Background: an optimization exercise with open tools, aiming at small area, a short achievable clock period and few clock cycles. Do not read the settings as production practice.
In this exercise RTL edits were held to simulation tests only and were not proved equivalent to the original.
Power figures rest on the tool's default switching activity, not on a simulated workload.

## flow/design.v

```verilog
module mmu_pagewalker (
    input  wire        clk,
    input  wire        rst,
    input  wire        req_valid,
    output wire        req_ready,
    input  wire [1:0]  req_cmd,
    input  wire [15:0] req_wdata,
    input  wire [31:0] req_va,
    input  wire        req_user,
    input  wire        req_write,
    input  wire        req_fetch,
    input  wire        req_suppress,
    input  wire [3:0]  req_atype,
    output reg         rsp_valid,
    output reg  [1:0]  rsp_kind,
    output reg  [31:0] rsp_data,
    output reg         mem_valid,
    output reg         mem_we,
    output wire [31:0] mem_addr,
    output wire [15:0] mem_wdata,
    input  wire        mem_ready,
    input  wire [31:0] mem_rdata
);
    localparam [1:0] CMD_WRITE  = 2'd0;
    localparam [1:0] CMD_STATUS = 2'd1;
    localparam [1:0] CMD_RESULT = 2'd2;
    localparam [1:0] CMD_XLATE  = 2'd3;
    localparam [1:0] KIND_COMPLETE = 2'd0;
    localparam [1:0] KIND_ABORT    = 2'd1;
    localparam [1:0] KIND_CANCEL   = 2'd2;
    localparam [15:0] ID_BYTE = 16'h001E;
    localparam [3:0] SEL_BPR0 = 4'd0;
    localparam [3:0] SEL_BPR1 = 4'd1;
    localparam [3:0] SEL_PF0  = 4'd4;
    localparam [3:0] SEL_PF1  = 4'd5;
    localparam [3:0] SEL_SC   = 4'd8;
    localparam [3:0] SEL_MSR  = 4'd10;
    localparam [3:0] SEL_BCNT = 4'd11;
    localparam [3:0] SEL_PTB0 = 4'd12;
    localparam [3:0] SEL_PTB1 = 4'd13;
    localparam [3:0] SEL_EIA  = 4'd15;
    localparam [2:0] PE_IDLE      = 3'd0;
    localparam [2:0] PE_AW_OPWORD = 3'd1;
    localparam [2:0] PE_AW_OPNDS  = 3'd2;
    localparam [2:0] PE_VAL_READ  = 3'd3;
    localparam [2:0] PE_VAL_WRITE = 3'd4;
    localparam [2:0] PE_STATUS    = 3'd5;
    localparam [2:0] PE_RESULT    = 3'd6;
    reg [3:0]  bpr0_h, bpr1_h;       
    reg [23:0] bpr0_l, bpr1_l;       
    reg [23:0] pf0, pf1, bcnt;
    reg [31:0] sc;
    reg        msr_te, msr_ed;
    reg [2:0]  msr_tet, msr_est;
    reg [9:0]  msr_hi;               
    reg        ptb0_h, ptb1_h;       
    reg [13:0] ptb0_l, ptb1_l;       
    reg        eia_h;                
    reg [23:0] eia_l;                
    wire msr_tu = msr_hi[0];
    wire msr_ts = msr_hi[1];
    wire msr_ds = msr_hi[2];
    wire msr_ao = msr_hi[3];
    wire msr_ft = msr_hi[7];
    reg [2:0]  pe;
    reg [1:0]  subop;       
    reg [3:0]  quick;
    reg        two;         
    reg        half;        
    reg        hasres;      
    reg        snap;        
    reg        fault;       
    reg [31:0] opv;         
    reg        lvl;         
    reg        t_w, t_asel, t_sup;
    reg [1:0]  t_req;
    reg [2:0]  t_est;
    reg [24:9] tba;         
    reg [15:0] wd;          
    wire idle = !mem_valid;
    assign req_ready = idle;
    wire accept = req_valid && idle;
    wire [23:0] t_va = rsp_data[23:0];
    wire [24:9] ptb_base = t_asel ? {ptb1_h, ptb1_l, t_va[23]} : {ptb0_h, ptb0_l, t_va[23]};
    assign mem_addr  = {7'd0, lvl ? tba : ptb_base, lvl ? t_va[15:9] : t_va[22:16], 2'b00};
    assign mem_wdata = {wd[15:6], 1'b1, wd[4:0]};
    reg [31:0] reg_rd;
    always @(*) begin
        case (quick)
            SEL_BPR0: reg_rd = {bpr0_h, 4'd0, bpr0_l};
            SEL_BPR1: reg_rd = {bpr1_h, 4'd0, bpr1_l};
            SEL_PF0:  reg_rd = {8'd0, pf0};
            SEL_PF1:  reg_rd = {8'd0, pf1};
            SEL_SC:   reg_rd = sc;
            SEL_MSR:  reg_rd = {7'd0, msr_hi, 3'd0, msr_est, 1'b0, msr_ed,
                                1'b0, msr_tet, 2'd0, msr_te};
            SEL_BCNT: reg_rd = {8'd0, bcnt};
            SEL_PTB0: reg_rd = {ptb0_h, 7'd0, ptb0_l, 10'd0};
            SEL_PTB1: reg_rd = {ptb1_h, 7'd0, ptb1_l, 10'd0};
            SEL_EIA:  reg_rd = {eia_h, 7'd0, eia_l};
            default:  reg_rd = 32'd0;
        endcase
    end
    wire [15:0] new_opword = {req_wdata[7:0], req_wdata[15:8]};
    wire [1:0]  new_size   = new_opword[1:0];
    wire [3:0]  new_subop  = new_opword[5:2];
    wire [3:0]  new_quick  = new_opword[10:7];
    wire [31:0] operand = two ? {req_wdata, opv[15:0]} : {16'd0, req_wdata};
    wire        last_opnd = !two || half;
    wire        x_vc   = (pe == PE_VAL_READ) || (pe == PE_VAL_WRITE);
    wire        x_vw   = (pe == PE_VAL_WRITE);
    wire        x_on   = req_user ? msr_tu : msr_ts;
    wire        x_w    = req_write || x_vw;
    wire        x_wl   = x_w || (req_atype == 4'd11);
    wire [1:0]  x_req  = {req_user && !msr_ao, x_wl};
    wire        x_asel = req_user && msr_ds;
    wire [15:0] status_word = {10'd0, fault && (pe == PE_STATUS), 5'd0};
    wire [15:0] result_word = (pe == PE_RESULT) ? (half ? opv[31:16] : opv[15:0]) : 16'd0;
    wire        e_prot = t_req > mem_rdata[2:1];
    wire        e_inv  = !mem_rdata[0];
    wire        e_bad  = e_prot || e_inv;
    wire        l1_wb  = !t_sup && !mem_rdata[5];
    wire        l2_wb  = !t_sup && (!mem_rdata[5] || (t_w && !mem_rdata[6]));
    always @(posedge clk) begin
        if (rst) begin
            bpr0_h <= 4'd0;  bpr0_l <= 24'd0;
            bpr1_h <= 4'd0;  bpr1_l <= 24'd0;
            pf0    <= 24'd0; pf1    <= 24'd0;
            sc     <= 32'd0;
            msr_te <= 1'b0;  msr_tet <= 3'd0; msr_ed <= 1'b0;
            msr_est <= 3'd0; msr_hi <= 10'd0;
            bcnt   <= 24'd0;
            pe     <= PE_IDLE;
            snap   <= 1'b0;
            fault  <= 1'b0;
            rsp_valid <= 1'b0;
            mem_valid <= 1'b0;
        end else begin
            rsp_valid <= 1'b0;
            snap      <= 1'b0;
            if (snap)
                opv <= reg_rd;
            if (idle) begin
                rsp_data <= req_va;
                rsp_kind <= KIND_COMPLETE;
                t_w      <= x_w;
                t_req    <= x_req;
                t_asel   <= x_asel;
                t_sup    <= req_suppress;
                t_est    <= req_atype[2:0];
                lvl      <= 1'b0;
                mem_we   <= 1'b0;
            end
            if (accept) begin
                case (req_cmd)
                CMD_WRITE: begin
                    rsp_valid <= 1'b1;
                    case (pe)
                    PE_IDLE: begin
                        if (req_wdata == ID_BYTE)
                            pe <= PE_AW_OPWORD;
                    end
                    PE_AW_OPWORD: begin
                        subop  <= new_subop[1:0];
                        quick  <= new_quick;
                        two    <= new_size[1];
                        half   <= 1'b0;
                        hasres <= (new_subop == 4'd3) && !fault;
                        case (new_subop)
                        4'd0, 4'd1, 4'd2: pe <= PE_AW_OPNDS;
                        4'd3: begin
                            snap <= 1'b1;
                            pe   <= PE_STATUS;
                        end
                        default: pe <= PE_STATUS;
                        endcase
                    end
                    PE_AW_OPNDS: begin
                        opv[15:0] <= req_wdata;
                        half      <= 1'b1;
                        if (last_opnd) begin
                            case (subop)
                            2'd0: pe <= PE_VAL_READ;
                            2'd1: pe <= PE_VAL_WRITE;
                            default: begin
                                pe <= PE_STATUS;
                                case (quick)
                                SEL_BPR0: begin bpr0_h <= operand[31:28]; bpr0_l <= operand[23:0]; end
                                SEL_BPR1: begin bpr1_h <= operand[31:28]; bpr1_l <= operand[23:0]; end
                                SEL_PF0:  pf0  <= operand[23:0];
                                SEL_PF1:  pf1  <= operand[23:0];
                                SEL_SC:   sc   <= operand;
                                SEL_MSR: begin
                                    if (operand[1]) begin
                                        msr_te  <= 1'b0;
                                        msr_tet <= 3'd0;
                                        msr_ed  <= 1'b0;
                                        msr_est <= 3'd0;
                                    end
                                    msr_hi <= operand[24:15];
                                end
                                SEL_BCNT: bcnt <= operand[23:0];
                                SEL_PTB0: begin ptb0_h <= operand[31]; ptb0_l <= operand[23:10]; end
                                SEL_PTB1: begin ptb1_h <= operand[31]; ptb1_l <= operand[23:10]; end
                                SEL_EIA:  begin eia_h  <= operand[31]; eia_l  <= operand[23:0];  end
                                default: ;
                                endcase
                            end
                            endcase
                        end
                    end
                    default: ;  
                    endcase
                end
                CMD_STATUS: begin
                    rsp_valid      <= 1'b1;
                    rsp_data[15:0] <= status_word;
                    if (pe == PE_STATUS) begin
                        half <= 1'b0;
                        pe   <= hasres ? PE_RESULT : PE_IDLE;
                    end
                end
                CMD_RESULT: begin
                    rsp_valid      <= 1'b1;
                    rsp_data[15:0] <= result_word;
                    if (pe == PE_RESULT) begin
                        half <= 1'b1;
                        if (!two || half)
                            pe <= PE_IDLE;
                    end
                end
                CMD_XLATE: begin
                    if (req_fetch && msr_ft) begin
                        if (req_atype == 4'd9) begin
                            pf1 <= pf0;
                            pf0 <= req_va[23:0];
                            sc  <= {sc[15:0], 16'd1};
                        end else begin
                            sc  <= sc + 32'd1;
                        end
                    end
                    if (!x_on) begin
                        rsp_valid <= 1'b1;
                        if (x_vc)
                            pe <= PE_STATUS;
                    end else begin
                        mem_valid <= 1'b1;
                    end
                end
                endcase
            end
            if (mem_valid && mem_ready) begin
                case ({lvl, mem_we})
                2'b00, 2'b10: begin
                    wd <= {mem_rdata[15:7], mem_rdata[6] | (lvl && t_w), mem_rdata[5:0]};
                    if (!lvl)
                        tba <= {mem_rdata[31], mem_rdata[23:9]};
                    else
                        rsp_data[31:16] <= {7'd0, tba[24], mem_rdata[23:16]};
                    if (e_bad) begin
                        if (!t_sup && !x_vc) begin
                            msr_te  <= 1'b1;
                            msr_tet <= {lvl && e_inv, !lvl && e_inv, e_prot};
                            msr_ed  <= !t_w;
                            msr_est <= t_est;
                            eia_h   <= t_asel;
                            eia_l   <= t_va;
                        end
                        mem_valid <= 1'b0;
                        rsp_valid <= 1'b1;
                        if (x_vc) begin
                            if (lvl || mem_rdata[0])
                                fault <= 1'b1;
                            pe       <= PE_STATUS;
                            rsp_kind <= KIND_CANCEL;
                        end else begin
                            rsp_kind <= KIND_ABORT;
                        end
                    end else if (!lvl) begin
                        if (l1_wb)
                            mem_we <= 1'b1;
                        else
                            lvl    <= 1'b1;
                    end else if (l2_wb) begin
                        mem_we <= 1'b1;
                    end else begin
                        rsp_data[15:9] <= mem_rdata[15:9];
                        mem_valid      <= 1'b0;
                        rsp_valid      <= 1'b1;
                        if (x_vc)
                            pe <= PE_STATUS;
                    end
                end
                2'b01: begin
                    mem_we <= 1'b0;
                    lvl    <= 1'b1;
                end
                2'b11: begin
                    rsp_data[15:9] <= wd[15:9];
                    mem_valid      <= 1'b0;
                    rsp_valid      <= 1'b1;
                    if (x_vc)
                        pe <= PE_STATUS;
                end
                endcase
            end
        end
    end
endmodule
```

## flow/run.sh

```bash
#!/bin/bash
# synth_recipe.tcl (not shown) runs the flow's synth.tcl, then flattens the netlist and writes it again
# the make line also repeats each setting of config.mk as NAME=value (left out here)
make -C /OpenROAD-flow-scripts/flow DESIGN_CONFIG=/design/flow/config.mk WORK_HOME=/design/flow/orfs CLKGATE_MAP_FILE= SYNTH_SCRIPT=/design/flow/synth_recipe.tcl finish
```

## flow/config.mk

```make
export PLATFORM = sky130hd
export DESIGN_NAME = mmu_pagewalker
export DESIGN_NICKNAME = mmu_pagewalker
export VERILOG_FILES = /design/flow/design.v
export SDC_FILE = /design/flow/constraint.sdc
export NUM_CORES = 4
export LEC_CHECK = 0
export CAP_MARGIN = 20
export CORE_MARGIN = 2
export CORE_UTILIZATION = 40
export PLACE_DENSITY = 0.6
export SLEW_MARGIN = 20
```

## flow/constraint.sdc

```tcl
create_clock -name core_clock -period 7.0 [get_ports {clk}]
set_input_delay 1.4000 -clock core_clock [delete_from_list [all_inputs] [get_ports {clk}]]
set_output_delay 1.4000 -clock core_clock [all_outputs]
set_load 0.01 [all_outputs]
```

==> results.py, run 1 <==
metrics = {
    "global_route": {
        "grt_pass1_wl_um": 98930,
        "track_usage": 0.2825,
        "antenna_found_initial": 3,
        "grt_util_met3": 0.05039,
        "use_met2": 0.4540,
        "use_met1": 0.3832,
        "top_usage_layer": "met2",
        "grt_pass1_vias": 15100,
        "grt_max_degree": 66,
        "overflow": 0,
    },
    "drt": {
        "ant_nets": 0,
        "num_vias": 16190,
        "route.detailed.drc": 0,
        "vias_per_cell": 6.180,
        "first_pass_iters": 7,
        "drt-total-wl_um": 67130,
        "drt-initial-drc-count": 1978,
        "routedWlPerCell_um": 25.62,
    },
    "power_and_ir_drop": {
        "peakVddDrop_mv": 0.2268,
        "powerDensity_nw_per_um2": 225.2,
        "p_leak_nw": 7.091,
    },
    "yosys": {
        "synthArstFlopShare": 0,
        "synthCells": 1922,
        "syn_area_um2": 17830,
        "synthFlopType": "dfxtp_1",
        "ys_types": 81,
        "yosys_warnings": 1,
        "synth-edff-count": 171,
        "ys_seq_elements": 356,
        "yosysSeqAreaShare": 0.4958,
        "syn_area_per_cell_um2": 9.275,
    },
    "cells_and_area": {
        "fill_cells": 4202,
        "nets": 2096,
        "finalInstanceArea_um2": 21070,
        "syn_to_final_growth_pct": 18.19,
        "drive_above_1_share": 0.07203,
    },
    "sta": {
        "post-route-period-util": 0.6579,
        "fin_tns_setup_ps": 0,
        "period_minus_slack_ps": 4605,
        "rsz0062_at_grt": "no",
        "finalSetupViolCount": 0,
        "tightest_slew_ps": 1216,
        "finalHoldViolations": 0,
        "final_max_slew_viol_count": 0,
        "relSlewSlack": 0.1893,
        "fmax_mhz": 217.2,
        "clock-skew-final_ps": 32.94,
    },
    "placement": {
        "portBuffers": 162,
        "postPlaceCellArea_um2": 19780,
        "globalplace.congestion": 0.9069,
        "place_hpwl_um": 45230,
    },
    "clock_tree": {
        "htreeDepth": 2,
        "cts-root-buf": "clkbuf_16",
        "clockBufferDepth": 3,
        "cts_setup_buffers": 0,
        "cts_made_buffers": 40,
        "path_clk_slew_ps": 60,
        "holdBufCountCts": 0,
        "clk_latency_ps": 570,
        "clkSinkCount": 356,
        "cts.repair.resized": 0,
        "cts_tree": "yes",
    },
    "setup_path": {
        "cp.required_ps": 7460,
        "startpoint_type": "input pin",
        "crit_path_end_kind": "flip-flop",
        "critical_path_class": "input pin to flip-flop",
        "cp_max_fo": 22,
        "cp.arrival_ps": 5070,
    },
    "min_path": {
        "min_path_type": "flip-flop to flip-flop",
    },
    "floorplan": {
        "die_y_um": 215.1,
        "io_pins": 180,
        "initial_utilization": 0.4040,
        "fp.coreArea_um2": 44120,
        "rows": 77,
        "die_w_um": 215.1,
        "die_area_um2": 46270,
    },
    "status": {
        "status": "complete, no violations",
    },
    "run": {
        "cap_viol_max_count": 0,
    },
}
sequential cells by signal, summed over array words and instances, names as in the netlist, 2 cells and up:
signal    count
opv          32
rsp_data     32
sc           32
bcnt         24
bpr0_l       24
bpr1_l       24
eia_l        24
pf0          24
pf1          24
tba          16
wd           15
ptb0_l       14
ptb1_l       14
msr_hi       10
bpr0_h        4
bpr1_h        4
quick         4
msr_est       3
msr_tet       3
pe            3
t_est         3
rsp_kind      2
subop         2
t_req         2
cells in the final DEF (no fill, tap or decap), types with 33 or more instances in the layout:
cell and instances:
dfxtp_1 184, mux2i_1 89, nor3_1 54, a211oi_1 73
buf_4 33, nor2_1 296, o21ai_0 106, edfxtp_1 171
a22oi_1 99, inv_1 34, clkdlybuf4s50_1 161, a21oi_1 148
clkbuf_16 42, nand3_1 43, nand2_1 146
worst paths after layout:
path / from / slack (ps) / endpoint / cells past startpoint
max: req_cmd[0] / 2390 / bpr1_l[12] / 9
min: bpr1_l[17] / 460 / bpr1_l[17] / 2
max reg2reg: mem_valid / 3400 / bpr1_l[12] / 7
min reg2reg: bpr1_l[17] / 460 / bpr1_l[17] / 2
report_power, final:
part	internal, W	switching [W]	total [W]
clock network	0.00121	0.000886	0.00209
logic	0.000155	0.000220	0.000375
registers	0.00223	0.0000482	0.00228
synthesized netlist by cell type (8+ instances only):
master	n	area [um2]
a211oi_1	73	548.0
a21oi_1	149	745.7
a221oi_1	15	131.4
a222oi_1	8	80.08
a22o_1	15	131.4
a22oi_1	99	743.2
a31oi_1	23	143.9
and2_1	19	118.9
and3_1	13	81.33
buf_1	8	30.03
buf_2	56	280.3
buf_4	13	97.59
clkbuf_1	92	345.3
dfxtp_1	185	3704
edfxtp_1	171	5135
inv_1	36	135.1
mux2_2	15	168.9
mux2i_1	89	890.9
nand2_1	146	548.0
nand2b_1	9	56.30
nand3_1	44	220.2
nand4_1	30	187.7
nor2_1	298	1119
nor2b_1	13	81.33
nor3_1	55	275.3
o21ai_0	106	530.5
o221ai_1	8	70.07
o22a_1	8	70.07
o22ai_1	15	93.84
o31ai_1	8	60.06
logic make-up after synthesis:
kind of cell | after synthesis | synth area share
multiplexers | 104 | 0.05945
XOR/XNOR | 3 | 0.001474
flip-flops | 356 | 0.4958
other | 2 | 0.0004213
AND/OR/NAND/NOR | 672 | 0.1771
AO/OA/AOI/OAI | 569 | 0.2096
buffers and inverters | 209 | 0.05123
adder cells (fa/ha/maj) | 7 | 0.004913
final cells by class:
cell class                      count  area (um2)  area share
Antenna cell                        1       2.502   0.0001188
Clock buffer                       60        1179     0.05594
Timing Repair Buffer              195        1871     0.08878
Multi-Input combinational cell   1365        8193      0.3888
Sequential cell                   356        8840      0.4195
Clock inverter                     14       103.9    0.004929
Inverter                           37       141.4    0.006710
Tap cell                          592       740.7     0.03515
through the flow:
step | instances | power (W) | setup slack (ps) | hold slack [ps] | util
2_1_floorplan | 1930 | 0.002491 | 2461 | 435.7 | -
3_3_place_gp | 2545 | 0.002684 | 2041 | 443.2 | 0.4482
3_5_place_dp | 2545 | 0.002690 | 1909 | 446.0 | 0.4482
4_1_cts | 2619 | 0.004756 | 2490 | 454.3 | 0.4772
5_1_grt | 2620 | 0.004875 | 2208 | 471.4 | 0.4775
6_report | 2620 | 0.004744 | 2395 | 456.0 | 0.4775
critical path: stages:
cell and delay [ps]:
clkdlybuf4s50_1 460, inv_1 100, ha_1 390, nor2b_1 260, and3_1 820, and3_1 880
buf_4 440, nor2_1 70, a211oi_1 220
routing by layer:
layer,up-vias,wire [um]
met5,-,14
li1,7247,-
met4,2,2261
met3,131,6290
met2,849,31110
met1,7962,27460
Testbench counts, summed over its fixed seeds: cycles 43,154.
==> run 2: changes to the inputs <==
--- a/flow/design.v
+++ b/flow/design.v
@@ -2,7 +2,7 @@
     input  wire        clk,
     input  wire        rst,
     input  wire        req_valid,
-    output wire        req_ready,
+    output reg         req_ready,
     input  wire [1:0]  req_cmd,
     input  wire [15:0] req_wdata,
     input  wire [31:0] req_va,
@@ -16,7 +16,7 @@
     output reg  [31:0] rsp_data,
     output reg         mem_valid,
     output reg         mem_we,
-    output wire [31:0] mem_addr,
+    output reg  [31:0] mem_addr,
     output wire [15:0] mem_wdata,
     input  wire        mem_ready,
     input  wire [31:0] mem_rdata
@@ -57,6 +57,7 @@
     reg [13:0] ptb0_l, ptb1_l;       
     reg        eia_h;                
     reg [23:0] eia_l;                
+    reg        bpr0_v, bpr1_v, pf0_v, pf1_v, bcnt_v;
     wire msr_tu = msr_hi[0];
     wire msr_ts = msr_hi[1];
     wire msr_ds = msr_hi[2];
@@ -75,26 +76,23 @@
     reg        t_w, t_asel, t_sup;
     reg [1:0]  t_req;
     reg [2:0]  t_est;
-    reg [24:9] tba;         
+    reg [8:0]  tbh;         
     reg [15:0] wd;          
-    wire idle = !mem_valid;
-    assign req_ready = idle;
+    wire idle = req_ready;
     wire accept = req_valid && idle;
     wire [23:0] t_va = rsp_data[23:0];
-    wire [24:9] ptb_base = t_asel ? {ptb1_h, ptb1_l, t_va[23]} : {ptb0_h, ptb0_l, t_va[23]};
-    assign mem_addr  = {7'd0, lvl ? tba : ptb_base, lvl ? t_va[15:9] : t_va[22:16], 2'b00};
     assign mem_wdata = {wd[15:6], 1'b1, wd[4:0]};
     reg [31:0] reg_rd;
     always @(*) begin
         case (quick)
-            SEL_BPR0: reg_rd = {bpr0_h, 4'd0, bpr0_l};
-            SEL_BPR1: reg_rd = {bpr1_h, 4'd0, bpr1_l};
-            SEL_PF0:  reg_rd = {8'd0, pf0};
-            SEL_PF1:  reg_rd = {8'd0, pf1};
+            SEL_BPR0: reg_rd = bpr0_v ? {bpr0_h, 4'd0, bpr0_l} : 32'd0;
+            SEL_BPR1: reg_rd = bpr1_v ? {bpr1_h, 4'd0, bpr1_l} : 32'd0;
+            SEL_PF0:  reg_rd = pf0_v ? {8'd0, pf0} : 32'd0;
+            SEL_PF1:  reg_rd = pf1_v ? {8'd0, pf1} : 32'd0;
             SEL_SC:   reg_rd = sc;
             SEL_MSR:  reg_rd = {7'd0, msr_hi, 3'd0, msr_est, 1'b0, msr_ed,
                                 1'b0, msr_tet, 2'd0, msr_te};
-            SEL_BCNT: reg_rd = {8'd0, bcnt};
+            SEL_BCNT: reg_rd = bcnt_v ? {8'd0, bcnt} : 32'd0;
             SEL_PTB0: reg_rd = {ptb0_h, 7'd0, ptb0_l, 10'd0};
             SEL_PTB1: reg_rd = {ptb1_h, 7'd0, ptb1_l, 10'd0};
             SEL_EIA:  reg_rd = {eia_h, 7'd0, eia_l};
@@ -123,18 +121,18 @@
     wire        l2_wb  = !t_sup && (!mem_rdata[5] || (t_w && !mem_rdata[6]));
     always @(posedge clk) begin
         if (rst) begin
-            bpr0_h <= 4'd0;  bpr0_l <= 24'd0;
-            bpr1_h <= 4'd0;  bpr1_l <= 24'd0;
-            pf0    <= 24'd0; pf1    <= 24'd0;
+            bpr0_v <= 1'b0;  bpr1_v <= 1'b0;
+            pf0_v  <= 1'b0;  pf1_v  <= 1'b0;
+            bcnt_v <= 1'b0;
             sc     <= 32'd0;
             msr_te <= 1'b0;  msr_tet <= 3'd0; msr_ed <= 1'b0;
             msr_est <= 3'd0; msr_hi <= 10'd0;
-            bcnt   <= 24'd0;
             pe     <= PE_IDLE;
             snap   <= 1'b0;
             fault  <= 1'b0;
             rsp_valid <= 1'b0;
             mem_valid <= 1'b0;
+            req_ready <= 1'b1;
         end else begin
             rsp_valid <= 1'b0;
             snap      <= 1'b0;
@@ -150,6 +148,8 @@
                 t_est    <= req_atype[2:0];
                 lvl      <= 1'b0;
                 mem_we   <= 1'b0;
+                mem_addr <= {7'd0, x_asel ? ptb1_h : ptb0_h, x_asel ? ptb1_l : ptb0_l,
+                             req_va[23:16], 2'b00};
             end
             if (accept) begin
                 case (req_cmd)
@@ -185,10 +185,10 @@
                             default: begin
                                 pe <= PE_STATUS;
                                 case (quick)
-                                SEL_BPR0: begin bpr0_h <= operand[31:28]; bpr0_l <= operand[23:0]; end
-                                SEL_BPR1: begin bpr1_h <= operand[31:28]; bpr1_l <= operand[23:0]; end
-                                SEL_PF0:  pf0  <= operand[23:0];
-                                SEL_PF1:  pf1  <= operand[23:0];
+                                SEL_BPR0: begin bpr0_h <= operand[31:28]; bpr0_l <= operand[23:0]; bpr0_v <= 1'b1; end
+                                SEL_BPR1: begin bpr1_h <= operand[31:28]; bpr1_l <= operand[23:0]; bpr1_v <= 1'b1; end
+                                SEL_PF0:  begin pf0  <= operand[23:0]; pf0_v <= 1'b1; end
+                                SEL_PF1:  begin pf1  <= operand[23:0]; pf1_v <= 1'b1; end
                                 SEL_SC:   sc   <= operand;
                                 SEL_MSR: begin
                                     if (operand[1]) begin
@@ -199,7 +199,7 @@
                                     end
                                     msr_hi <= operand[24:15];
                                 end
-                                SEL_BCNT: bcnt <= operand[23:0];
+                                SEL_BCNT: begin bcnt <= operand[23:0]; bcnt_v <= 1'b1; end
                                 SEL_PTB0: begin ptb0_h <= operand[31]; ptb0_l <= operand[23:10]; end
                                 SEL_PTB1: begin ptb1_h <= operand[31]; ptb1_l <= operand[23:10]; end
                                 SEL_EIA:  begin eia_h  <= operand[31]; eia_l  <= operand[23:0];  end
@@ -232,8 +232,10 @@
                 CMD_XLATE: begin
                     if (req_fetch && msr_ft) begin
                         if (req_atype == 4'd9) begin
-                            pf1 <= pf0;
-                            pf0 <= req_va[23:0];
+                            pf1   <= pf0;
+                            pf1_v <= pf0_v;
+                            pf0   <= req_va[23:0];
+                            pf0_v <= 1'b1;
                             sc  <= {sc[15:0], 16'd1};
                         end else begin
                             sc  <= sc + 32'd1;
@@ -245,6 +247,7 @@
                             pe <= PE_STATUS;
                     end else begin
                         mem_valid <= 1'b1;
+                        req_ready <= 1'b0;
                     end
                 end
                 endcase
@@ -254,9 +257,9 @@
                 2'b00, 2'b10: begin
                     wd <= {mem_rdata[15:7], mem_rdata[6] | (lvl && t_w), mem_rdata[5:0]};
                     if (!lvl)
-                        tba <= {mem_rdata[31], mem_rdata[23:9]};
+                        tbh <= {mem_rdata[31], mem_rdata[23:16]};
                     else
-                        rsp_data[31:16] <= {7'd0, tba[24], mem_rdata[23:16]};
+                        rsp_data[31:16] <= {7'd0, mem_addr[24], mem_rdata[23:16]};
                     if (e_bad) begin
                         if (!t_sup && !x_vc) begin
                             msr_te  <= 1'b1;
@@ -267,6 +270,7 @@
                             eia_l   <= t_va;
                         end
                         mem_valid <= 1'b0;
+                        req_ready <= 1'b1;
                         rsp_valid <= 1'b1;
                         if (x_vc) begin
                             if (lvl || mem_rdata[0])
@@ -277,27 +281,32 @@
                             rsp_kind <= KIND_ABORT;
                         end
                     end else if (!lvl) begin
-                        if (l1_wb)
-                            mem_we <= 1'b1;
-                        else
-                            lvl    <= 1'b1;
+                        if (l1_wb) begin
+                            mem_we   <= 1'b1;
+                        end else begin
+                            lvl      <= 1'b1;
+                            mem_addr <= {7'd0, mem_rdata[31], mem_rdata[23:9], t_va[15:9], 2'b00};
+                        end
                     end else if (l2_wb) begin
                         mem_we <= 1'b1;
                     end else begin
                         rsp_data[15:9] <= mem_rdata[15:9];
                         mem_valid      <= 1'b0;
+                        req_ready      <= 1'b1;
                         rsp_valid      <= 1'b1;
                         if (x_vc)
                             pe <= PE_STATUS;
                     end
                 end
                 2'b01: begin
-                    mem_we <= 1'b0;
-                    lvl    <= 1'b1;
+                    mem_we   <= 1'b0;
+                    lvl      <= 1'b1;
+                    mem_addr <= {7'd0, tbh, wd[15:9], t_va[15:9], 2'b00};
                 end
                 2'b11: begin
                     rsp_data[15:9] <= wd[15:9];
                     mem_valid      <= 1'b0;
+                    req_ready      <= 1'b1;
                     rsp_valid      <= 1'b1;
                     if (x_vc)
                         pe <= PE_STATUS;
--- a/flow/config.mk
+++ b/flow/config.mk
@@ -9,4 +9,6 @@
 export CORE_MARGIN = 2
 export CORE_UTILIZATION = 40
 export PLACE_DENSITY = 0.6
+export SETUP_SLACK_MARGIN = 4.5
 export SLEW_MARGIN = 20
+export TNS_END_PERCENT = 0
==> results.py, run 2 <==
metrics = {
    "status": {
        "status": "complete, no violations",
    },
    "setup_path": {
        "cp.required_ps": 5600,
        "cp_max_fo": 3,
        "cp.arrival_ps": 1340,
        "crit_path_end_kind": "output port",
        "critical_path_class": "flip-flop to output port",
        "critical-path-slowest-cell": "edfxtp_1",
        "cpLargestDelayFamily": "flip-flops",
        "crit_path_cell_trace": "dlygate4sd2_1",
        "startpoint_type": "flip-flop",
        "max_stage_delay_ps": 450,
        "crit_buf_inv": 1,
    },
    "power_and_ir_drop": {
        "p_leak_nw": 9.049,
        "powerDensity_nw_per_um2": 215.6,
        "finalPower_w": 0.005253,
        "peakVddDrop_mv": 0.1608,
    },
    "clock_tree": {
        "cts_tree": "yes",
        "clkSinkCount": 387,
        "cts-root-buf": "clkbuf_16",
        "clk_latency_ps": 580,
        "htreeDepth": 2,
        "path_clk_slew_ps": 50,
        "cts_made_buffers": 44,
        "clockBufferDepth": 3,
    },
    "global_route": {
        "track_usage": 0.2939,
        "grt_pass1_wl_um": 103300,
        "grt_util_met3": 0.04969,
        "grt_pass1_vias": 14930,
        "overflow": 0,
        "top_usage_layer": "met2",
        "use_met2": 0.4866,
        "antenna_found_initial": 2,
        "use_met1": 0.3949,
        "grt_max_degree": 76,
    },
    "sta": {
        "clock-skew-final_ps": 23.07,
        "rsz0062_at_grt": "yes",
        "finalWorstSetupSlack_ps": 4256,
        "tightest_slew_ps": 860.1,
        "fin_tns_setup_ps": 0,
        "post-route-period-util": 0.3920,
        "relSlewSlack": 0.4266,
        "final_max_slew_viol_count": 0,
        "period_minus_slack_ps": 2744,
        "fmax_mhz": 364.5,
        "finalSetupViolCount": 0,
        "finalHoldViolations": 0,
    },
    "run": {
        "cap_viol_max_count": 0,
    },
    "cells_and_area": {
        "finalInstanceArea_um2": 24370,
        "drive_above_1_share": 0.1761,
        "final_common_cell": "edfxtp_1",
        "nets": 2041,
        "final_cell_mix": "edfxtp_1, a21oi_1, nand2_1",
        "final_util": 0.5256,
        "syn_to_final_growth_pct": 30.52,
    },
    "yosys": {
        "yosys_warnings": 1,
        "syn_area_per_cell_um2": 11.01,
        "yosysTopAreaCell": "edfxtp_1",
        "ys_seq_elements": 387,
        "synthFlopType": "edfxtp_1",
        "synthArstFlopShare": 0,
        "yosysMostFrequentCell": "edfxtp_1",
        "synth_common_cells": "edfxtp_1, a21oi_1, nand2_1, nor2_1, o21ai_0",
        "yosys-top-cells-area": "edfxtp_1, dfxtp_1, a21oi_1",
        "syn_area_um2": 18670,
        "netlist.area_leader.share": 0.5211,
        "ys_types": 76,
        "yosysSeqAreaShare": 0.5887,
        "synth-edff-count": 324,
        "synthCells": 1695,
    },
    "placement": {
        "globalplace.congestion": 0.9211,
        "place_hpwl_um": 44030,
        "dpl_worst_slack_ps": 2260,
        "portBuffers": 171,
        "postPlaceCellArea_um2": 20830,
    },
    "drt": {
        "drt-total-wl_um": 74670,
        "first_pass_iters": 7,
        "routedWlPerCell_um": 28.90,
        "vias_per_cell": 6.269,
        "drt-initial-drc-count": 2343,
        "route.detailed.drc": 0,
        "ant_nets": 0,
        "num_vias": 16200,
    },
    "min_path": {
        "min_path_type": "flip-flop to flip-flop",
    },
    "floorplan": {
        "die_area_um2": 48420,
        "fp.coreArea_um2": 46360,
        "rows": 79,
        "die_w_um": 220.0,
        "initial_utilization": 0.4027,
        "die_y_um": 220.0,
        "io_pins": 180,
    },
}
==> run 2: cell families (layout without fill, tap and decap cells) <==
group | count (synthesis) | in the layout | synth area share
AO/OA/AOI/OAI | 551 | 551 | 0.1921
AND/OR/NAND/NOR | 462 | 466 | 0.1206
flip-flops | 387 | 387 | 0.5887
buffers and inverters | 207 | 484 | 0.05073
multiplexers | 78 | 78 | 0.04209
adder cells (fa/ha/maj) | 7 | 7 | 0.004691
XOR/XNOR | 2 | 2 | 0.0009384
other | 1 | 2 | 0.0002009
==> run 2: what timing repair did <==
action,in CTS,in global routing
gates cloned,16,10
hold buffers,0,0
setup endpoints to repair,555,542
pin swaps,19,16
resized for setup,245,100
setup buffers,64,32
==> run 2: report_power, final <==
group / switching [W] / internal, W
Sequential: 0.0000374 / 0.00254
Combinational: 0.000219 / 0.000159
Clock: 0.000960 / 0.00134
Total: 0.00122 / 0.00404
==> run 2: worst register-to-register path, stage by stage, from the launching register on <==
cell and delay [ps]:
dfxtp_1 550, nand2b_1 280, o41ai_1 630, nand3_4 150
a21o_1 230, nor2_4 190, buf_6 170, buf_12 140
==> run 2: stage by stage <==
stage,hold slack [ps],cells
2_1_floorplan,418.1,1695
3_3_place_gp,425.3,2379
3_5_place_dp,430.2,2379
4_1_cts,453.2,2541
5_1_grt,472.4,2583
6_report,453.4,2584
==> run 2: final timing paths <==
| check | from | endpoint | slack (ps) | cells after the start |
|---|---|---|---|---|
| worst max-delay path | wd[12] | mem_wdata[12] | 4260 | 1 |
| worst min-delay path | bcnt_v | bcnt_v | 450 | 1 |
| worst max register to register | pe[1] | pf1[21] | 4360 | 7 |
| worst min register to register | bcnt_v | bcnt_v | 450 | 1 |
==> run 2: routing by layer <==
layer / vias to the layer above / share of wire
met3: 133 / 0.10
met5: - / 0
met4: 0 / 0.032
li1: 6972 / -
met1: 8053 / 0.40
met2: 1041 / 0.47
==> run 2: cell type report <==
class / instances / area (um2)
Tap cell: 607 / 759.5
Sequential cell: 387 / 11000
Clock buffer: 60 / 1222
Inverter: 77 / 305.3
Timing Repair Buffer: 324 / 3533
Fill cell: 4037 / 21990
Antenna cell: 1 / 2.502
Clock inverter: 22 / 193.9
Multi-Input combinational cell: 1105 / 7347
Timing Repair inverter: 1 / 7.507
Testbench counts of run 2, summed over its fixed seeds: cycles 43,154.
==> run 3: changes to the inputs <==
--- a/flow/design.v
+++ b/flow/design.v
@@ -70,6 +70,8 @@
     reg        half;        
     reg        hasres;      
     reg        snap;        
+    reg        arm;         
+    reg        pend;        
     reg        fault;       
     reg [31:0] opv;         
     reg        lvl;         
@@ -105,6 +107,10 @@
     wire [3:0]  new_quick  = new_opword[10:7];
     wire [31:0] operand = two ? {req_wdata, opv[15:0]} : {16'd0, req_wdata};
     wire        last_opnd = !two || half;
+    wire        wr_now    = accept && (req_cmd == CMD_WRITE);
+    wire        lmr_now   = wr_now && arm;
+    wire        late_sel  = (quick == SEL_BPR0) || (quick == SEL_BPR1) ||
+                            (quick == SEL_BCNT) || (quick == SEL_EIA);
     wire        x_vc   = (pe == PE_VAL_READ) || (pe == PE_VAL_WRITE);
     wire        x_vw   = (pe == PE_VAL_WRITE);
     wire        x_on   = req_user ? msr_tu : msr_ts;
@@ -129,6 +135,8 @@
             msr_est <= 3'd0; msr_hi <= 10'd0;
             pe     <= PE_IDLE;
             snap   <= 1'b0;
+            arm    <= 1'b0;
+            pend   <= 1'b0;
             fault  <= 1'b0;
             rsp_valid <= 1'b0;
             mem_valid <= 1'b0;
@@ -136,8 +144,38 @@
         end else begin
             rsp_valid <= 1'b0;
             snap      <= 1'b0;
+            pend      <= 1'b0;
             if (snap)
                 opv <= reg_rd;
+            if (pend) begin
+                case (quick)
+                SEL_BPR0: begin bpr0_h <= opv[31:28]; bpr0_l <= opv[23:0]; bpr0_v <= 1'b1; end
+                SEL_BPR1: begin bpr1_h <= opv[31:28]; bpr1_l <= opv[23:0]; bpr1_v <= 1'b1; end
+                SEL_BCNT: begin bcnt <= opv[23:0]; bcnt_v <= 1'b1; end
+                default: ;
+                endcase
+            end
+            if (lmr_now) begin
+                case (quick)
+                SEL_PF0:  begin pf0  <= operand[23:0]; pf0_v <= 1'b1; end
+                SEL_PF1:  begin pf1  <= operand[23:0]; pf1_v <= 1'b1; end
+                SEL_SC:   sc   <= operand;
+                SEL_MSR: begin
+                    if (operand[1]) begin
+                        msr_te  <= 1'b0;
+                        msr_tet <= 3'd0;
+                        msr_ed  <= 1'b0;
+                        msr_est <= 3'd0;
+                    end
+                    msr_hi <= operand[24:15];
+                end
+                SEL_PTB0: begin ptb0_h <= operand[31]; ptb0_l <= operand[23:10]; end
+                SEL_PTB1: begin ptb1_h <= operand[31]; ptb1_l <= operand[23:10]; end
+                default: ;
+                endcase
+                opv  <= operand;
+                pend <= late_sel;
+            end
             if (idle) begin
                 rsp_data <= req_va;
                 rsp_kind <= KIND_COMPLETE;
@@ -166,6 +204,7 @@
                         two    <= new_size[1];
                         half   <= 1'b0;
                         hasres <= (new_subop == 4'd3) && !fault;
+                        arm    <= (new_subop == 4'd2) && !new_size[1];
                         case (new_subop)
                         4'd0, 4'd1, 4'd2: pe <= PE_AW_OPNDS;
                         4'd3: begin
@@ -176,36 +215,16 @@
                         endcase
                     end
                     PE_AW_OPNDS: begin
-                        opv[15:0] <= req_wdata;
-                        half      <= 1'b1;
+                        if (!arm)
+                            opv[15:0] <= req_wdata;
+                        half <= 1'b1;
+                        arm  <= (subop == 2'd2);
                         if (last_opnd) begin
+                            arm <= 1'b0;
                             case (subop)
-                            2'd0: pe <= PE_VAL_READ;
-                            2'd1: pe <= PE_VAL_WRITE;
-                            default: begin
-                                pe <= PE_STATUS;
-                                case (quick)
-                                SEL_BPR0: begin bpr0_h <= operand[31:28]; bpr0_l <= operand[23:0]; bpr0_v <= 1'b1; end
-                                SEL_BPR1: begin bpr1_h <= operand[31:28]; bpr1_l <= operand[23:0]; bpr1_v <= 1'b1; end
-                                SEL_PF0:  begin pf0  <= operand[23:0]; pf0_v <= 1'b1; end
-                                SEL_PF1:  begin pf1  <= operand[23:0]; pf1_v <= 1'b1; end
-                                SEL_SC:   sc   <= operand;
-                                SEL_MSR: begin
-                                    if (operand[1]) begin
-                                        msr_te  <= 1'b0;
-                                        msr_tet <= 3'd0;
-                                        msr_ed  <= 1'b0;
-                                        msr_est <= 3'd0;
-                                    end
-                                    msr_hi <= operand[24:15];
-                                end
-                                SEL_BCNT: begin bcnt <= operand[23:0]; bcnt_v <= 1'b1; end
-                                SEL_PTB0: begin ptb0_h <= operand[31]; ptb0_l <= operand[23:10]; end
-                                SEL_PTB1: begin ptb1_h <= operand[31]; ptb1_l <= operand[23:10]; end
-                                SEL_EIA:  begin eia_h  <= operand[31]; eia_l  <= operand[23:0];  end
-                                default: ;
-                                endcase
-                            end
+                            2'd0:    pe <= PE_VAL_READ;
+                            2'd1:    pe <= PE_VAL_WRITE;
+                            default: pe <= PE_STATUS;
                             endcase
                         end
                     end
@@ -266,8 +285,6 @@
                             msr_tet <= {lvl && e_inv, !lvl && e_inv, e_prot};
                             msr_ed  <= !t_w;
                             msr_est <= t_est;
-                            eia_h   <= t_asel;
-                            eia_l   <= t_va;
                         end
                         mem_valid <= 1'b0;
                         req_ready <= 1'b1;
@@ -315,4 +332,14 @@
             end
         end
     end
+    always @(posedge clk) begin
+        if (pend && quick == SEL_EIA) begin
+            eia_h <= opv[31];
+            eia_l <= opv[23:0];
+        end
+        if (!rst && mem_valid && mem_ready && !mem_we && e_bad && !t_sup && !x_vc) begin
+            eia_h <= t_asel;
+            eia_l <= t_va;
+        end
+    end
 endmodule
==> results.py, run 3 <==
metrics = {
    "clock_tree": {
        "holdBufCountCts": 0,
        "clockBufferDepth": 3,
        "path_clk_slew_ps": 60,
        "clkSinkCount": 389,
        "cts_made_buffers": 43,
        "cts_tree": "yes",
        "htreeDepth": 2,
        "clk_latency_ps": 550,
        "cts-root-buf": "clkbuf_16",
    },
    "min_path": {
        "min_path_type": "flip-flop to flip-flop",
        "hp-start": "bcnt_v",
        "min_to": "bcnt_v",
        "worstHoldPathCells": 1,
    },
    "floorplan": {
        "die_y_um": 222.5,
        "rows": 80,
        "io_pins": 180,
        "initial_utilization": 0.4024,
        "fp.coreArea_um2": 47450,
        "die_area_um2": 49500,
        "die_w_um": 222.5,
    },
    "cells_and_area": {
        "final_common_cell": "edfxtp_1",
        "drive_above_1_share": 0.1617,
        "n_antenna_cell": 0,
        "final_cell_mix": "edfxtp_1, clkdlybuf4s50_1, nor2_1",
        "nets": 1997,
        "syn_to_final_growth_pct": 26.81,
        "finalInstanceArea_um2": 24210,
        "fill_cells": 4206,
    },
    "drt": {
        "ant_nets": 0,
        "routedWlPerCell_um": 29.08,
        "drt-initial-drc-count": 2113,
        "vias_per_cell": 6.409,
        "drt-total-wl_um": 73990,
        "num_vias": 16300,
        "first_pass_iters": 8,
        "route.detailed.drc": 0,
    },
    "sta": {
        "final_max_slew_viol_count": 0,
        "clock-skew-final_ps": 9.815,
        "relSlewSlack": 0.3508,
        "fmax_mhz": 339.8,
        "whs_ps": 449.8,
        "finalSetupViolCount": 0,
        "fin_tns_setup_ps": 0,
        "period_minus_slack_ps": 2943,
        "tightest_slew_ps": 972.4,
        "post-route-period-util": 0.4204,
        "rsz0062_at_grt": "yes",
        "finalHoldViolations": 0,
    },
    "yosys": {
        "yosysTopAreaCell": "edfxtp_1",
        "yosysMostFrequentCell": "edfxtp_1",
        "ys_seq_elements": 389,
        "yosys_warnings": 1,
        "syn_area_um2": 19090,
        "synth_common_cells": "edfxtp_1, nor2_1, o21ai_0, nand2_1, a21oi_1",
        "synthFlopType": "edfxtp_1",
        "netlist.area_leader.share": 0.5096,
        "yosys-top-cells-area": "edfxtp_1, dfxtp_1, mux2i_1",
        "synthArstFlopShare": 0,
        "synth-edff-count": 324,
        "ys_types": 78,
        "syn_area_per_cell_um2": 11.26,
        "yosysSeqAreaShare": 0.5777,
        "synthCells": 1695,
    },
    "setup_path": {
        "cp.arrival_ps": 3240,
        "startpoint_type": "input pin",
        "timing.rr.start": "quick[0]",
        "reg2reg_to": "opv[19]",
        "ff2ff_setup_slack_ps": 4250,
        "crit_start": "mem_rdata[2]",
        "crit_path_end_kind": "flip-flop",
        "critical_path_class": "input pin to flip-flop",
        "cp.required_ps": 7290,
        "reg2regPathDepth": 4,
        "cp_max_fo": 6,
    },
    "placement": {
        "portBuffers": 171,
        "postPlaceCellArea_um2": 21360,
        "globalplace.congestion": 0.9243,
        "place_hpwl_um": 44710,
    },
    "status": {
        "status": "complete, no violations",
    },
    "run": {
        "cap_viol_max_count": 0,
    },
    "global_route": {
        "grt_pass1_vias": 15670,
        "grt_max_degree": 54,
        "track_usage": 0.2876,
        "overflow": 0,
        "grt_pass1_wl_um": 105400,
        "antenna_found_initial": 0,
    },
    "power_and_ir_drop": {
        "powerDensity_nw_per_um2": 213.0,
        "peakVddDrop_mv": 0.1857,
        "p_leak_nw": 8.529,
    },
}
-- run 3: cell types whose count changed in the layout (fill, tap and decap cells not counted), moves of 16 or more --
cell / change
dlygate4sd2_1: -66
a21oi_1: -56
inv_1: -44
mux2_2: +28
o211ai_1: +19
clkdlybuf4s50_1: +69
a211oi_1: +17
nand2_1: -17
a31oi_1: -21
and3_1: +19
nand3b_1: +17
clkdlybuf4s15_1: -16
o21ai_1: -18
o21ai_0: +38
-- run 3: cell families after synthesis --
family	count (synthesis)	share of synthesized area
AOI/OAI and AO/OA	508	0.1806
xor gates and xnor gates	10	0.004587
adders and majority gates	7	0.004587
buffers and inverters	169	0.03742
DFF	389	0.5777
muxes	111	0.06094
other	1	0.0001964
and+or+nand+nor	500	0.1339
-- run 3: area by class of cell --
cell class,count,area (um2),area share
clock buffers,61,1154,0.04765
clock inverters,17,217.7,0.008992
inverters,33,131.4,0.005426
multi-input cells,1142,7870,0.3250
flip-flops and latches,389,11030,0.4557
well taps,615,769.5,0.03178
repair buffers,287,3035,0.1254
-- run 3: layer usage --
metal  up-vias  wire length, um  track usage
met5         -                0            0
met4         0             3906       0.1314
met1      8077            29000       0.3891
met2      1037            32780       0.4425
met3       178             8305      0.06295
li1       7012                -            -
-- run 3: report_power, final --
part	leakage [nW]	switching (W)	internal, W
registers	3.57	0.0000383	0.00255
logic	4.30	0.000163	0.000137
clock network	0.657	0.000937	0.00133
-- run 3: worst max-delay path, cell delays in order --
cell and delay [ps]:
buf_8 80, inv_4 30, ha_4 260, nor2b_4 170
o211ai_1 130, or3_4 380, nor2_4 160, buf_12 190
buf_8 140, mux2_4 300
-- run 3: what timing repair did --
item,CTS,global route
setup buffers,52,23
pin swaps,17,13
endpoints found under the hold margin,0,0
gates resized for setup,100,68
setup endpoints to repair,493,468
cloned,9,5
-- run 3: metrics by stage --
| step | total power [W] | worst slack (ps) | util | instances |
|---|---|---|---|---|
| 3_5_place_dp | 0.002903 | 2171 | 0.4501 | 2377 |
| 4_1_cts | 0.005161 | 4023 | 0.5007 | 2516 |
| 3_3_place_gp | 0.002899 | 2198 | 0.4501 | 2377 |
| 6_report | 0.005158 | 4057 | 0.5103 | 2544 |
| 5_1_grt | 0.005274 | 4037 | 0.5103 | 2544 |
| 2_1_floorplan | 0.002734 | 3659 | - | 1695 |
-- run 3: how the worst max path moves through the flow --
stage                  to  slack, ps  cells after the start
3_5_place_dp      opv[11]       2170                      7
5_1_grt          eia_l[0]       4040                     10
3_3_place_gp   msr_est[2]       2200                      8
4_1_cts          eia_l[0]       4020                     10
2_1_floorplan   eia_l[10]       3660                      8
6_report         eia_l[0]       4060                     10
Testbench counts of run 3, summed over its fixed seeds: cycles 43,154.

==> afterwards: timing with drivers on the ports <==
The results above use ideal ports. As a check the final layouts listed here were re-extracted and re-timed, cells and wires unchanged. Step 1 assumes that a clkbuf_16 drives the clock port and a buf_2 every other input. Step 2 moves the port delays by t, midway between the first and last clock arrival at a register: inputs arrive t later, outputs are due t later. That takes back most of the time a late clock gives input paths. Three values: no drivers, after step 1, after step 2; two values: the first two.
run | t, ns | slack for setup (ns) | hold WS [ns] | slew at the worst register clock pin (ns) | worst slew at a driven data input, ns
run 1 | 0.608 | 2.395 / 2.400 / 1.792 | 0.456 / 0.456 / 0.456 | 0.06 / 0.06 | 0.07
run 2 | 0.623 | 4.256 / 4.202 / 3.643 | 0.453 / 0.453 / 0.453 | 0.07 / 0.07 | 0.06
run 3 | 0.604 | 4.057 / 4.014 / 3.461 | 0.450 / 0.450 / 0.450 | 0.06 / 0.06 | 0.07
After both steps setup and hold are still met in every run listed. For run 2, which loses most, drivers alone change the setup slack by -0.054 ns; drivers and shift together by -0.613 ns.
